Source: an optimization exercise on an open RTL-to-GDS flow (aim: small area, a short achievable clock period and few clock cycles). Production flows keep margins and buffers that such runs may drop.
Function was checked by simulation only, so behaviour that the tests miss may differ from the original.
Power and IR drop assume default switching activity.

**flow/config.mk**
```make
export PLATFORM = sky130hd
export DESIGN_NAME = eac3lc
export DESIGN_NICKNAME = eac3lc
export VERILOG_FILES = /design/flow/design.v
export SDC_FILE = /design/flow/constraint.sdc
export NUM_CORES = 4
export LEC_CHECK = 0
export CAP_MARGIN = 20
export CORE_MARGIN = 2
export CORE_UTILIZATION = 30
export PLACE_DENSITY = 0.4
export SLEW_MARGIN = 20
```
**flow/constraint.sdc**
```tcl
create_clock -name core_clock -period 12.0 [get_ports {clk}]
set_input_delay 2.4000 -clock core_clock [delete_from_list [all_inputs] [get_ports {clk}]]
set_output_delay 2.4000 -clock core_clock [all_outputs]
set_load 0.01 [all_outputs]
```
**flow/design.v**
```verilog
module eac3lc_crc_step (
    input  wire [15:0] crc_in,
    input  wire [7:0]  data,
    output reg  [15:0] crc_out
);
    integer i;
    reg [15:0] c;
    always @* begin
        c = crc_in ^ {data, 8'h00};
        for (i = 0; i < 8; i = i + 1) begin
            if (c[15])
                c = {c[14:0], 1'b0} ^ 16'h8005;
            else
                c = {c[14:0], 1'b0};
        end
        crc_out = c;
    end
endmodule
module eac3lc (
    input  wire        clk,
    input  wire        rst,
    input  wire        host_req,
    input  wire        host_we,
    input  wire        host_buf,
    input  wire [7:0]  host_addr,
    input  wire [31:0] host_wdata,
    output reg  [31:0] host_rdata,
    output wire        busy
);
    localparam BUF_CAP = 64;
    localparam [31:0] ID_VALUE = 32'h4C433136;
    localparam [3:0] R_ID = 4'h0, R_CMD = 4'h1, R_STATUS = 4'h2, R_LEN = 4'h3,
                     R_ARG_A = 4'h4, R_ARG_B = 4'h5, R_ARG_C = 4'h6, R_RESULT = 4'h7,
                     R_FCOUNT = 4'h8, R_TRIM = 4'h9, R_CURSOR = 4'hA, R_CAP = 4'hB;
    localparam [31:0] C_GET_BIT = 32'h01, C_SET_BIT = 32'h02, C_SET_BYTE = 32'h03,
                      C_CRC_TABLE = 32'h10, C_CRC_BYTE = 32'h11, C_CRC_COMPUTE = 32'h12,
                      C_SYNC_FIND = 32'h20, C_LEN_DECODE = 32'h21, C_FRAME_PATCH = 32'h22,
                      C_RUN = 32'h23;
    localparam [3:0] O_OK = 4'h0, O_NO_SYNC = 4'h1, O_TRUNCATED = 4'h2, O_RESYNC_EXH = 4'h3,
                     O_NOT_FOUND = 4'h4, O_ILLEGAL = 4'h5;
    localparam [3:0] S_IDLE = 4'd0, S_EXEC = 4'd1, S_SBAB2 = 4'd2, S_SCAN = 4'd3,
                     S_LOOP = 4'd4, S_LEN = 4'd5, S_MUT7 = 4'd6, S_MUT8 = 4'd7,
                     S_MUT9 = 4'd8, S_CRC = 4'd9, S_CKW1 = 4'd10, S_CKW2 = 4'd11;
    localparam [1:0] M_FIND = 2'd0, M_SEEK = 2'd1, M_RESYNC = 2'd2;
    reg [7:0]  mem [0:BUF_CAP-1];
    reg [6:0]  len_q;
    reg [31:0] arg_a, arg_b, arg_c;
    reg [31:0] result;
    reg [6:0]  frame_count;
    reg [6:0]  trim;
    reg [6:0]  cursor;
    reg        st_busy, st_done;
    reg [3:0]  st_outcome;
    reg [7:0]  st_last_op;
    reg        st_overrun, st_conflict;
    reg [3:0]  state;
    reg [31:0] cw, a_l, b_l, c_l;
    reg [6:0]  lc;
    reg [1:0]  scan_mode;
    reg [6:0]  ptr;        
    reg [6:0]  lim;        
    reg [6:0]  crc_end;    
    reg [6:0]  fs;         
    reg [6:0]  ffl;        
    reg [6:0]  cur;        
    reg [15:0] crc;
    assign busy = st_busy;
    wire        h_reg_wr = host_req &  host_we & ~host_buf;
    wire        h_buf_wr = host_req &  host_we &  host_buf;
    wire [3:0]  h_reg    = host_addr[5:2];
    wire        cmd_wr   = h_reg_wr && h_reg == R_CMD;
    wire        accept   = cmd_wr && !st_busy;
    reg  [6:0] ra;
    wire [6:0] ra1 = ra + 7'd1;
    wire [7:0] r0  = mem[ra[5:0]];
    wire [7:0] r1  = mem[ra1[5:0]];
    wire [28:0] bit_n   = a_l[31:3];              
    wire [2:0]  bit_s   = a_l[2:0];               
    wire [7:0]  bit_m   = 8'h80 >> bit_s;
    wire        n_in    = bit_n < {22'd0, lc};
    wire        n1_in   = ({1'b0, bit_n} + 30'd1) < {23'd0, lc};
    wire        a2_in   = ({1'b0, a_l} + 33'd2) < {26'd0, lc};
    wire        a3_in   = ({1'b0, a_l} + 33'd3) < {26'd0, lc};
    wire [10:0] a_fsz   = {(a2_in ? r0[2:0] : 3'd0), (a3_in ? r1 : 8'd0)};
    wire [12:0] a_fl    = {1'b0, a_fsz, 1'b0} + 13'd2;
    wire        a_trunc = ({1'b0, a_l} + {20'd0, a_fl}) > {26'd0, lc};
    wire [31:0] cc_end  = (b_l < {25'd0, lc}) ? b_l : {25'd0, lc};
    wire        cc_some = a_l < cc_end;
    wire [32:0] sf_ab   = {1'b0, a_l} + {1'b0, b_l};
    wire [6:0]  sf_lim  = (b_l == 32'd0 || sf_ab >= {26'd0, lc}) ? lc : sf_ab[6:0];
    wire        sf_none = ({1'b0, a_l} + 33'd1) >= {26'd0, sf_lim};
    wire        is_marker = (r0 == 8'h0B) && (r1 == 8'h77);
    wire [10:0] run_fsz   = {r0[2:0], r1};
    wire [12:0] run_fl    = {1'b0, run_fsz, 1'b0} + 13'd2;
    wire        run_trunc = ({6'd0, cur} + run_fl) > {6'd0, lc};
    wire [6:0]  fend = fs + ffl;
    reg  [15:0] cs_in;
    reg  [7:0]  cs_data;
    wire [15:0] cs_out;
    eac3lc_crc_step u_crc (.crc_in(cs_in), .data(cs_data), .crc_out(cs_out));
    always @* begin
        cs_in   = crc;
        cs_data = r0;
        if (state == S_EXEC) begin
            cs_in   = (cw == C_CRC_BYTE) ? c_l[15:0] : 16'd0;
            cs_data = b_l[7:0];
        end
    end
    always @* begin
        ra = ptr;
        case (state)
            S_EXEC:  ra = (cw == C_LEN_DECODE || cw == C_FRAME_PATCH) ? (a_l[6:0] + 7'd2)
                                                                     : bit_n[6:0];
            S_SBAB2: ra = bit_n[6:0];
            S_LOOP:  ra = cur;
            S_LEN:   ra = cur + 7'd2;
            S_MUT7:  ra = fs + 7'd7;
            S_MUT8:  ra = fs + 7'd8;
            S_MUT9:  ra = fs + 7'd9;
            default: ra = ptr;
        endcase
    end
    reg        e_we;
    reg [6:0]  e_wa;
    reg [7:0]  e_wd;
    always @* begin
        e_we = 1'b0;
        e_wa = ra;
        e_wd = 8'h00;
        case (state)
            S_EXEC: begin
                if (cw == C_SET_BIT && n_in) begin
                    e_we = 1'b1;
                    e_wd = b_l[0] ? (r0 | bit_m) : (r0 & ~bit_m);
                end else if (cw == C_SET_BYTE) begin
                    if (bit_s == 3'd0) begin
                        e_we = n_in;
                        e_wd = b_l[7:0];
                    end else begin
                        e_we = n1_in;
                        e_wd = (r0 & ~(8'hFF >> bit_s)) | (b_l[7:0] >> bit_s);
                    end
                end
            end
            S_SBAB2: begin
                e_we = 1'b1;
                e_wa = ra1;
                e_wd = (r1 & (8'hFF >> bit_s)) | (b_l[7:0] << (4'd8 - {1'b0, bit_s}));
            end
            S_MUT7: begin
                e_we = ra < lc;
                e_wd = (ra1 < lc) ? ((r0 & 8'hF8) | 8'h05) : (r0 | 8'h04);
            end
            S_MUT8: begin
                e_we = ra < lc;
                e_wd = (ra1 < lc) ? 8'hA0 : ((r0 & 8'h03) | 8'hA0);
            end
            S_MUT9: begin
                e_we = ra < lc;
                e_wd = r0 & 8'h03;
            end
            S_CKW1: begin
                e_we = 1'b1;
                e_wa = fend - 7'd2;
                e_wd = crc[15:8];
            end
            S_CKW2: begin
                e_we = 1'b1;
                e_wa = fend - 7'd1;
                e_wd = crc[7:0];
            end
            default: ;
        endcase
    end
    wire h_buf_ok = !st_busy && host_addr < BUF_CAP;
    always @(posedge clk) begin
        if (e_we)
            mem[e_wa[5:0]] <= e_wd;
        else if (h_buf_wr && h_buf_ok)
            mem[host_addr[5:0]] <= host_wdata[7:0];
    end
    wire [31:0] status_word = {14'd0, st_conflict, st_overrun, st_last_op, st_outcome,
                               2'b00, st_done, st_busy};
    always @(posedge clk) begin
        if (rst) begin
            host_rdata <= 32'd0;
        end else if (host_req && !host_we) begin
            if (host_buf) begin
                host_rdata <= h_buf_ok ? {24'd0, mem[host_addr[5:0]]} : 32'd0;
            end else begin
                case (h_reg)
                    R_ID:     host_rdata <= ID_VALUE;
                    R_STATUS: host_rdata <= status_word;
                    R_LEN:    host_rdata <= {25'd0, len_q};
                    R_ARG_A:  host_rdata <= arg_a;
                    R_ARG_B:  host_rdata <= arg_b;
                    R_ARG_C:  host_rdata <= arg_c;
                    R_RESULT: host_rdata <= result;
                    R_FCOUNT: host_rdata <= {25'd0, frame_count};
                    R_TRIM:   host_rdata <= {25'd0, trim};
                    R_CURSOR: host_rdata <= {25'd0, cursor};
                    R_CAP:    host_rdata <= BUF_CAP;
                    default:  host_rdata <= 32'd0;
                endcase
            end
        end
    end
    always @(posedge clk) begin
        if (rst) begin
            len_q <= 7'd0;
            arg_a <= 32'd0;
            arg_b <= 32'd0;
            arg_c <= 32'd0;
        end else if (h_reg_wr) begin
            case (h_reg)
                R_LEN:   len_q <= (host_wdata > BUF_CAP) ? BUF_CAP[6:0] : host_wdata[6:0];
                R_ARG_A: arg_a <= host_wdata;
                R_ARG_B: arg_b <= host_wdata;
                R_ARG_C: arg_c <= host_wdata;
                default: ;
            endcase
        end
    end
    always @(posedge clk) begin
        if (rst) begin
            st_overrun  <= 1'b0;
            st_conflict <= 1'b0;
        end else begin
            if (h_reg_wr && h_reg == R_STATUS) begin
                if (host_wdata[16]) st_overrun  <= 1'b0;
                if (host_wdata[17]) st_conflict <= 1'b0;
            end
            if (cmd_wr && st_busy)
                st_overrun <= 1'b1;
            if (host_req && host_buf && st_busy)
                st_conflict <= 1'b1;
        end
    end
    reg        fin;
    reg [3:0]  fin_code;
    always @(posedge clk) begin
        fin      = 1'b0;
        fin_code = O_OK;
        if (rst) begin
            state       <= S_IDLE;
            st_busy     <= 1'b0;
            st_done     <= 1'b0;
            st_outcome  <= 4'd0;
            st_last_op  <= 8'd0;
            result      <= 32'd0;
            frame_count <= 7'd0;
            trim        <= 7'd0;
            cursor      <= 7'd0;
            cw          <= 32'd0;
            a_l         <= 32'd0;
            b_l         <= 32'd0;
            c_l         <= 32'd0;
            lc          <= 7'd0;
            scan_mode   <= M_FIND;
            ptr         <= 7'd0;
            lim         <= 7'd0;
            crc_end     <= 7'd0;
            fs          <= 7'd0;
            ffl         <= 7'd0;
            cur         <= 7'd0;
            crc         <= 16'd0;
        end else if (accept) begin
            cw         <= host_wdata;
            a_l        <= arg_a;
            b_l        <= arg_b;
            c_l        <= arg_c;
            lc         <= len_q;
            st_busy    <= 1'b1;
            st_done    <= 1'b0;
            st_outcome <= 4'd0;
            st_last_op <= host_wdata[7:0];
            if (host_wdata == C_RUN) begin
                frame_count <= 7'd0;
                trim        <= 7'd0;
                cursor      <= 7'd0;
            end
            state <= S_EXEC;
        end else begin
            case (state)
                S_EXEC: begin
                    case (cw)
                        C_GET_BIT: begin
                            result <= {31'd0, n_in & |(r0 & bit_m)};
                            begin fin = 1'b1; fin_code = O_OK; end
                        end
                        C_SET_BIT: begin fin = 1'b1; fin_code = O_OK; end
                        C_SET_BYTE: begin
                            if (bit_s != 3'd0 && n1_in)
                                state <= S_SBAB2;
                            else
                                begin fin = 1'b1; fin_code = O_OK; end
                        end
                        C_CRC_TABLE, C_CRC_BYTE: begin
                            result <= {16'd0, cs_out};
                            begin fin = 1'b1; fin_code = O_OK; end
                        end
                        C_CRC_COMPUTE: begin
                            if (cc_some) begin
                                ptr     <= a_l[6:0];
                                crc_end <= cc_end[6:0];
                                crc     <= c_l[15:0];
                                state   <= S_CRC;
                            end else begin
                                result <= {16'd0, c_l[15:0]};
                                begin fin = 1'b1; fin_code = O_OK; end
                            end
                        end
                        C_SYNC_FIND: begin
                            if (sf_none) begin
                                result <= 32'hFFFF_FFFF;
                                begin fin = 1'b1; fin_code = O_NOT_FOUND; end
                            end else begin
                                ptr       <= a_l[6:0];
                                lim       <= sf_lim;
                                scan_mode <= M_FIND;
                                state     <= S_SCAN;
                            end
                        end
                        C_LEN_DECODE: begin
                            result <= {19'd0, a_fl};
                            begin fin = 1'b1; fin_code = O_OK; end
                        end
                        C_FRAME_PATCH: begin
                            if (a_trunc) begin
                                result <= {19'd0, a_fl};
                                begin fin = 1'b1; fin_code = O_TRUNCATED; end
                            end else begin
                                fs    <= a_l[6:0];
                                ffl   <= a_fl[6:0];
                                state <= S_MUT7;
                            end
                        end
                        C_RUN: begin
                            if (lc < 7'd2) begin
                                result <= 32'd0;
                                begin fin = 1'b1; fin_code = O_NO_SYNC; end
                            end else begin
                                ptr       <= 7'd0;
                                lim       <= lc;
                                scan_mode <= M_SEEK;
                                state     <= S_SCAN;
                            end
                        end
                        default: begin fin = 1'b1; fin_code = O_ILLEGAL; end
                    endcase
                end
                S_SBAB2: begin fin = 1'b1; fin_code = O_OK; end
                S_SCAN: begin
                    if (is_marker) begin
                        case (scan_mode)
                            M_FIND: begin
                                result <= {25'd0, ptr};
                                begin fin = 1'b1; fin_code = O_OK; end
                            end
                            M_SEEK: begin
                                trim  <= ptr;
                                cur   <= ptr;
                                state <= S_LOOP;
                            end
                            default: begin
                                cursor <= ptr - trim;
                                cur    <= ptr;
                                state  <= S_LOOP;
                            end
                        endcase
                    end else if (ptr + 7'd2 >= lim) begin
                        case (scan_mode)
                            M_FIND: begin
                                result <= 32'hFFFF_FFFF;
                                begin fin = 1'b1; fin_code = O_NOT_FOUND; end
                            end
                            M_SEEK: begin
                                result <= 32'd0;
                                begin fin = 1'b1; fin_code = O_NO_SYNC; end
                            end
                            default: begin
                                result <= {25'd0, frame_count};
                                begin fin = 1'b1; fin_code = O_RESYNC_EXH; end
                            end
                        endcase
                    end else begin
                        ptr <= ptr + 7'd1;
                    end
                end
                S_LOOP: begin
                    if (lc - cur < 7'd5) begin
                        result <= {25'd0, frame_count};
                        begin fin = 1'b1; fin_code = O_OK; end
                    end else if (!is_marker) begin
                        ptr       <= cur + 7'd1;
                        lim       <= lc;
                        scan_mode <= M_RESYNC;
                        state     <= S_SCAN;
                    end else begin
                        state <= S_LEN;
                    end
                end
                S_LEN: begin
                    if (run_trunc) begin
                        result <= {25'd0, frame_count};
                        begin fin = 1'b1; fin_code = O_TRUNCATED; end
                    end else begin
                        fs    <= cur;
                        ffl   <= run_fl[6:0];
                        state <= S_MUT7;
                    end
                end
                S_MUT7: state <= S_MUT8;
                S_MUT8: state <= S_MUT9;
                S_MUT9: begin
                    crc <= 16'd0;
                    if (ffl > 7'd4) begin
                        ptr     <= fs + 7'd2;
                        crc_end <= fend - 7'd2;
                        state   <= S_CRC;
                    end else begin
                        state <= S_CKW1;
                    end
                end
                S_CRC: begin
                    crc <= cs_out;
                    ptr <= ptr + 7'd1;
                    if (ptr + 7'd1 == crc_end) begin
                        if (cw == C_CRC_COMPUTE) begin
                            result <= {16'd0, cs_out};
                            begin fin = 1'b1; fin_code = O_OK; end
                        end else begin
                            state <= S_CKW1;
                        end
                    end
                end
                S_CKW1: state <= S_CKW2;
                S_CKW2: begin
                    if (cw == C_FRAME_PATCH) begin
                        result <= {crc, 9'd0, ffl};
                        begin fin = 1'b1; fin_code = O_OK; end
                    end else begin
                        frame_count <= frame_count + 7'd1;
                        cursor      <= cursor + ffl;
                        cur         <= cur + ffl;
                        state       <= S_LOOP;
                    end
                end
                default: state <= S_IDLE;
            endcase
            if (fin) begin
                st_outcome <= fin_code;
                st_busy    <= 1'b0;
                st_done    <= 1'b1;
                state      <= S_IDLE;
            end
        end
    end
endmodule
```
**flow/run.sh**
```bash
#!/bin/bash
# synth_recipe.tcl (not shown) runs the flow's synth.tcl, then flattens the netlist and writes it again
# the make line also repeats each setting of config.mk as NAME=value (left out here)
make -C /OpenROAD-flow-scripts/flow DESIGN_CONFIG=/design/flow/config.mk WORK_HOME=/design/flow/orfs CLKGATE_MAP_FILE= SYNTH_SCRIPT=/design/flow/synth_recipe.tcl finish
```
==> out/metrics.csv <==
metric;value;unit
vias;53339;
number of synthesized flops with an enable pin;512;
Total Power;18.3;mW
most used cell, CP;buf_4;
share of cells above drive strength 1;0.152;
max incr delay on CP;0.85;ns
CTS resizes;0;
crit end category;flip-flop;
Slew @ Worst Pin;1.17;ns
synth unique cells;102;
post-synth top area share;0.261;
Nets;6351;
Hold Crit Class;flip-flop to flip-flop;
Sink Count;889;
IO Port Bufs;77;
global-route wire length before repair;428;mm
largest net degree at the start of global routing;129;
r2r worst-path depth;36;
final hold vios;0;
critical path type;flip-flop to flip-flop;
Synth area leader;edfxtp_1;
P&R area growth vs syn;14.3;%
1st-pass router iterations;6;
pwr/cell area;271;nW/um^2
#FFs+latches synth;889;
HPWL Detailed;230;mm
Syn Inst Count;6046;
Synth top cells by count;nand2_1, edfxtp_1, a21oi_1, nor2_1, dfxtp_1;
insertion delay to the later sink of the worst-skew pair;0.81;ns
Critical Path RT;12.61;ns
Slowest cell on crit path;xnor2_2;
Post-synth top flop;edfxtp_1;
Synth async-reset ratio;0;
setup_tns;0;ns
Slew Viols, Final;0;
Reg clk slew, reported paths;0.06;ns
Tcrit/Tclk final;0.934;
Die Width;447;um
crit path max fanout;48;
CTS Hold Bufs;0;
die area;200000;sq um
WL/cell;35.4;um
GP Congestion;1.00;
Initial Utilization;0.302;
clock root buffer;clkbuf_16;
Post-route DRC;0;
setup violators final;0;
TritonCTS clock tree;done;
outcome;no timing/DRC/antenna violations;
post-route ant nets;0;
Startpoint Class;flip-flop;
Leak;22.9;nW
total gr overflow;0;
crit path time final;11.20;ns
Worst setup startpoint;state[0];
max-cap violations;0;
Mean Syn Cell Area;9.74;sq um
RSZ-0062 raised after global routing;false;
CTS buffer count;106;
Yosys Warn Count;2;
H-tree levels;3;
VDD IR max;284;uV
Via density;6.06;
mapped cell area;58900;sq um
Critical R2R Launch;state[0];
most numerous cell in the Yosys netlist;nand2_1;
Filler Cells Inserted;19905;
critical path data arrival time;11.81;ns
core box area;195000;sq um
Worst R2R End;result[25];
# rows;162;
Synth area leaders;edfxtp_1, dfxtp_1, mux4_2;
relative slew slack;0.212;
Worst R2R Setup Slack;0.80;ns
sequential share of the synthesized area;0.389;
Setup Fix Bufs, Post-CTS;0;
GRT Overall Usage;0.305;
Bufs on Longest Clock Path;3;
Post-Route WL;311;mm
Top-Level Pins;78;
worst setup path endpoint;result[25];
Setup Skew;0.0528;ns
die span in y;447;um
initial antenna violation count;17;
initial drt markers;5911;
vias in the first global route;50729;
Max Clock Freq;89.3;MHz
-- layout by cell type (no fill, tap or decap), types with 24 or more instances in the layout --
master / instances
a211oi_1: 119
a21o_1: 54
a21oi_1: 474
a221oi_1: 38
a222oi_1: 28
a22oi_1: 85
a311oi_1: 27
a31oi_1: 66
a32oi_1: 24
and2_1: 25
and3_1: 98
buf_4: 273
clkbuf_16: 108
clkdlybuf4s50_1: 72
conb_1: 25
dfxtp_1: 375
edfxtp_1: 512
ha_1: 222
inv_1: 124
mux2_2: 55
mux2i_1: 174
mux4_2: 310
nand2_1: 916
nand2b_1: 46
nand3_1: 210
nand4_1: 77
nor2_1: 416
nor2_2: 25
nor2b_1: 43
nor3_1: 102
nor4_1: 54
o211ai_1: 38
o21a_1: 27
o21ai_0: 205
o22ai_1: 37
or3_1: 28
xnor2_1: 109
xor2_1: 79
-- layout make-up --
cell class,count,area (sq um),share of cell area
diodes,9,22.5,0.000335
inverters,134,518,0.00770
repair buffers,355,2950,0.0439
well taps,2624,3280,0.0488
multi-input cells,4588,33900,0.504
clock buffers,140,2950,0.0439
flip-flops and latches,889,22900,0.341
clock inverters,56,698,0.0104
-- worst min path at each step --
| stage | startpoint | endpoint | cells past startpoint |
|---|---|---|---|
| global placement | arg_c[17] | arg_c[17] | 2 |
| global route | arg_c[27] | arg_c[27] | 2 |
| detailed placement | cw[26] | cw[26] | 2 |
| CTS | cw[26] | cw[26] | 2 |
| floorplan | len_q[6] | lc[6] | 2 |
| finish | cw[22] | cw[22] | 2 |
-- through the flow --
stage | util | instance area (sq um) | setup WS [ns] | std cells | hold slack (ns)
after floorplan | - | 59000 | 0.487 | 6070 | 0.432
after global placement | 0.326 | 63600 | 1.07 | 8590 | 0.444
after detailed placement | 0.326 | 63600 | 1.13 | 8590 | 0.451
after CTS | 0.345 | 67200 | 1.08 | 8786 | 0.458
after global routing | 0.345 | 67300 | 0.227 | 8791 | 0.478
final | 0.345 | 67300 | 0.796 | 8795 | 0.456
-- worst max-delay path, delay by kind of cell, from the launching register on --
family | cells | cell delay (ns)
and+or+nand+nor | 14 | 4.27
buffers and inverters | 8 | 2.42
AOI/OAI and AO/OA | 11 | 2.39
xor gates and xnor gates | 2 | 1.32
DFF | 1 | 0.32
adders and majority gates | 1 | 0.27
-- cell families after synthesis --
kind of cell / after synthesis / synth area share
buf+inv: 593 / 0.0420
xor+xnor: 194 / 0.0296
compound gates: 1440 / 0.160
simple gates: 2158 / 0.169
flops: 889 / 0.389
other cells: 1 / 0.0000637
mux: 539 / 0.159
fa+ha+maj: 232 / 0.0505
-- sequential cells by signal, indices dropped and copies added, names as in the netlist, 6 cells and up --
name         flops
result          32
arg_c           32
a_l             32
ffl              6
fs               7
trim             7
host_rdata      32
mem            512
ptr              7
crc             16
st_last_op       7
lim              7
lc               7
cursor           7
arg_b           32
crc_end          7
b_l             32
len_q            7
cw              25
frame_count      7
cur              7
arg_a           32
c_l             16
-- per-layer routing --
layer  up-vias  wire length [um]  track usage
li1      22968                 -            -
met1     27086            124000        0.382
met2      2609            145000        0.496
met3       658             20500       0.0478
met4        18             21300        0.178
met5         -               126            0
-- report_power, final --
group / switching, mW / total, mW / internal, mW / leakage (nW)
Combinational: 7.63 / 11.2 / 3.60 / 13.4
Sequential: 0.0465 / 3.57 / 3.52 / 7.77
Clock: 1.45 / 3.46 / 2.01 / 1.78
Total: 9.13 / 18.3 / 9.13 / 22.9
Testbench counts, summed over its fixed seeds: cycles 33,036.

[separate check: timing with driven ports]
In the flow no input, the clock included, has a driving cell. The finished layout below was timed again as built, in two steps.
Step 1: set_driving_cell puts a clkbuf_16 on clk and a buf_2 on each other input, an assumption about the parent block.
Step 2 times the ports against the registers' clock, not the clock port: input delays grow and output delays shrink by t, the midpoint of the rising clock arrivals with the driver on.
Slacks: no drivers / after step 1 / after step 2; pairs: no drivers / after step 1.
t, ns: 0.869
setup WS [ns]: 0.796 / 0.796 / 0.796
clock arrival spread, ns: 0.053 / 0.053
slew at the worst register clock pin (ns): 0.08 / 0.08
worst slew at a driven data input, ns: 0.06
After both steps this run still meets setup and hold. For this run, drivers alone change the setup slack by 0.000 ns; drivers and shift together by 0.000 ns.
